This design comes from an exercise in tuning for small area, a short achievable clock period and few clock cycles per item on the open sky130 flow, not from production work.
Only simulation tests tie the RTL to the original design; equivalence was not proved.
Power figures rest on the tool's default switching activity, not on a simulated workload.

Design casio_core, start of the top module:
module casio_core (
    input  wire        clk,
    input  wire        rst,             
    input  wire        cmd_valid,
    output wire        cmd_ready,
    input  wire [31:0] cmd,
    input  wire [1:0]  core_elevel,     
    input  wire        core_mie,        
    output reg         rsp_valid,
    output reg         rsp_exc,         
    output reg  [1:0]  rsp_exc_level,
    output reg  [6:0]  rsp_exc_index,
    output reg         rsp_diag,        
    output reg         rsp_step,        
    output reg         rsp_busmiss,     
    output reg  [7:0]  rsp_rdata,       
    output reg  [4:0]  rsp_ticks,       
    output reg  [7:0]  rsp_hsedge,
    output reg  [7:0]  rsp_lsedge,
    output wire [7:0]  rsp_hsout,       
    output wire [7:0]  rsp_lsout,       
    output wire [1:0]  rsp_runmode,     
    output wire [2:0]  rsp_fatal        
);
    localparam N = 21;
    localparam W = N + 1;
    localparam RUNNING = 2'd2;
    reg [127:0] act_q;
    reg [W-1:0] ie_q, irq_q;
    reg [W-1:1] len_q;
    reg         miblk_q;
    reg [1:0]   runmode_q;
    reg [7:0]   blkcon_q;
    reg [2:0]   fatal_q;
    reg [3:0]   osccfg_q;
    reg [15:0]  adj_q;
    reg [5:0]   hscnt_q;
    reg         syscnt_q;
    reg [6:0]   hssub_q;
    reg [7:0]   hsout_q;
    reg [2:0]   lscnt_q;                
    reg [1:0]   lslen_q;                
    reg [18:0]  lstc_q;                 
    reg [1:0]   lscorr_q;               
    reg [6:0]   lssub_q;
    reg [7:0]   lsout_q;
    reg         rstlsreq_q, rsthsreq_q;
    assign rsp_hsout   = hsout_q;
    assign rsp_lsout   = lsout_q;
    assign rsp_runmode = runmode_q;
  ...
Size: roughly 2,800 cells after synthesis, roughly 410 flip-flops, about 0.023 mm² of cells after synthesis.
clock: 42.0 ns
lec_check: 0
cap_margin: 20
core_margin: 2
core_utilization: 70
place_density: 0.8
slew_margin: 20
run.sh (not shown) runs the stock make flow with config.mk's settings and CLKGATE_MAP_FILE= SYNTH_SCRIPT=/design/flow/synth_recipe.tcl, a recipe that flattens the netlist after the stock synthesis.
The starting point finished clean.
Testbench counts at the start, summed over its fixed seeds: cycles 33,404, items 32,000.
Then changed:
CORE_UTILIZATION = 40   (was 70)
PLACE_DENSITY = 0.6   (was 0.8)
Outcome:
- The new run passed the timing, DRC and antenna checks
- design area went up by 1.7%
- setup slack improved by 660 ps
- power barely changes
- synthesized area stays the same
- wire length goes up by 2.8%

========
Another version of the RTL of casio_core (not shown whole).
Size in the first run: roughly 0.019 mm2 of cells after synthesis.
export LEC_CHECK = 0
export CAP_MARGIN = 20
export CORE_MARGIN = 2
export CORE_UTILIZATION = 40
export PLACE_DENSITY = 0.6
export SLEW_MARGIN = 20
create_clock -name core_clock -period 42.0 [get_ports {clk}]
standard.sh (not shown) runs the stock make flow with config.mk's settings and CLKGATE_MAP_FILE= SYNTH_SCRIPT=/design/flow/synth_recipe.tcl, a recipe that flattens the netlist after the stock synthesis.
==> flow/flow/run.sh <==
#!/bin/bash
set -euo pipefail
here=$(pwd)
export REF_SYNTH_TCL="$here/synth_recipe.tcl"
export OWN_ABC_SCRIPT="$here/flow/area.abc"
export BUFFER_PORTS_ARGS="-buffer_cell sky130_fd_sc_hd__buf_2"
export CTS_ARGS="-sink_clustering_enable -repair_clock_nets -dont_use_dummy_load -sink_buffer_max_cap_derate 0.05 -buf_list {sky130_fd_sc_hd__clkbuf_8}"
sed "s#SYNTH_SCRIPT=[^ ]*#SYNTH_SCRIPT=$here/flow/synth.tcl#" standard.sh > own_standard.sh
grep -q "SYNTH_SCRIPT=$here/flow/synth.tcl" own_standard.sh
bash own_standard.sh > standard_flow.log 2>&1
==> flow/flow/area.abc <==
strash
balance -l
resub -K 6 -l
rewrite -l
resub -K 6 -N 2 -l
refactor -l
resub -K 8 -l
balance -l
resub -K 8 -N 2 -l
rewrite -l
resub -K 10 -l
rewrite -z -l
resub -K 10 -N 2 -l
balance -l
resub -K 12 -l
refactor -z -l
resub -K 12 -N 2 -l
rewrite -z -l
balance -l
&get -n
&st
&deepsyn -T 60
&dch -f
&nf -R 1000
&put
topo
==> flow/flow/synth.tcl <==
source $::env(REF_SYNTH_TCL)

set net $::env(RESULTS_DIR)/1_2_yosys.v
file copy -force $net $::env(RESULTS_DIR)/1_2_yosys_ref.v
design -reset
foreach lib $::env(LIB_FILES) { yosys read_liberty -ignore_miss_func $lib }
foreach c [list dfxtp_1 edfxtp_1 dfrtp_1 dfstp_1 dfxbp_1 dfrtn_1 conb_1] {
  catch { yosys blackbox sky130_fd_sc_hd__$c }
}
yosys read_verilog $::env(RESULTS_DIR)/1_2_yosys_ref.v
yosys hierarchy -top $::env(DESIGN_NAME)
yosys flatten
yosys opt_clean
yosys opt -fast
set i [lsearch -exact $abc_args -script]
lset abc_args [expr { $i + 1 }] $::env(OWN_ABC_SCRIPT)
yosys abc {*}$abc_args
yosys setundef -zero
yosys splitnets
yosys opt_clean -purge
yosys hilomap -singleton -hicell {*}$::env(TIEHI_CELL_AND_PORT) -locell {*}$::env(TIELO_CELL_AND_PORT)
yosys insbuf -buf {*}$::env(MIN_BUF_CELL_AND_PORTS)
yosys tee -o $::env(REPORTS_DIR)/synth_stat_remap.txt stat {*}$lib_args
yosys write_verilog -noattr -nohex -nodec $net
The first run finished clean.
Testbench counts at the start, summed over its fixed seeds: cycles 32,648, items 32,000.
==> next run, changes <==
==> flow/flow/run.sh (replaced) <==
#!/bin/bash
set -euo pipefail
here=$(pwd)
export REF_SYNTH_TCL="$here/synth_recipe.tcl"
export OWN_ABC_SCRIPT="$here/flow/area.abc"
export BUFFER_PORTS_ARGS="-buffer_cell sky130_fd_sc_hd__buf_2"
export CTS_ARGS="-sink_clustering_enable -repair_clock_nets -dont_use_dummy_load -sink_clustering_size 20 -sink_clustering_max_diameter 100"
sed "s#SYNTH_SCRIPT=[^ ]*#SYNTH_SCRIPT=$here/flow/synth.tcl#" standard.sh > own_standard.sh
grep -q "SYNTH_SCRIPT=$here/flow/synth.tcl" own_standard.sh
bash own_standard.sh > standard_flow.log 2>&1
What happened: Wire length decreases slightly. Hold slack is about the same. Worst setup slack improved by 73 ps. Critical path depth is unchanged. Utilization decreases by 0.81 points. Global-route usage decreases by 0.60 points.
==> next run, changes <==
==> flow/flow/run.sh (replaced) <==
#!/bin/bash
set -euo pipefail
here=$(pwd)
export REF_SYNTH_TCL="$here/synth_recipe.tcl"
export OWN_ABC_SCRIPT="$here/flow/area.abc"
export BUFFER_PORTS_ARGS="-buffer_cell sky130_fd_sc_hd__buf_2"
export CTS_ARGS="-sink_clustering_enable -repair_clock_nets -dont_use_dummy_load -sink_clustering_size 15 -sink_clustering_max_diameter 80"
sed "s#SYNTH_SCRIPT=[^ ]*#SYNTH_SCRIPT=$here/flow/synth.tcl#" standard.sh > own_standard.sh
grep -q "SYNTH_SCRIPT=$here/flow/synth.tcl" own_standard.sh
bash own_standard.sh > standard_flow.log 2>&1
=>
- non-clock buffer count rises by 1
- wire length increases slightly
- worst hold slack stays flat
- design area is higher slightly
- global-route usage came out higher by 0.32 points
- core utilization rose by 0.54 points

## port drivers added, routing unchanged
How much do the figures lean on ideal ports? The routed layouts below were timed once more, with nothing changed but the port constraints.
Step 1 (the two cells are an assumption about what drives the block):
set clk [get_ports {clk}]
set_driving_cell -lib_cell sky130_fd_sc_hd__clkbuf_16 $clk
set_driving_cell -lib_cell sky130_fd_sc_hd__buf_2 [delete_from_list [all_inputs] $clk]
Step 2 adds t to the input delays and takes it off the output delays; t is the mean of the earliest and latest rising clock arrival at the registers after step 1. Input paths then give back, and output paths get back, about the clock's delay inside the block.
Slacks: no drivers / after step 1 / after step 2; pairs: no drivers / after step 1.
run	shift t [ns]	setup WS [ns]	slew at the worst register clock pin (ns)
the first run of note 1	0.625	31.226 / 31.169 / 31.793	0.07 / 0.07
the second run of note 1	0.647	31.891 / 31.827 / 31.999	0.06 / 0.06
the first run of note 2	0.673	32.481 / 32.426 / 32.060	0.06 / 0.06
the second run of note 2	0.604	32.553 / 32.496 / 32.104	0.10 / 0.10
the third run of note 2	0.594	32.543 / 32.486 / 32.111	0.08 / 0.08
After both steps setup and hold are still met in every run listed. The setup slack of the second run of note 2, which loses most, moves by -0.057 ns with the drivers and by -0.449 ns with both steps.
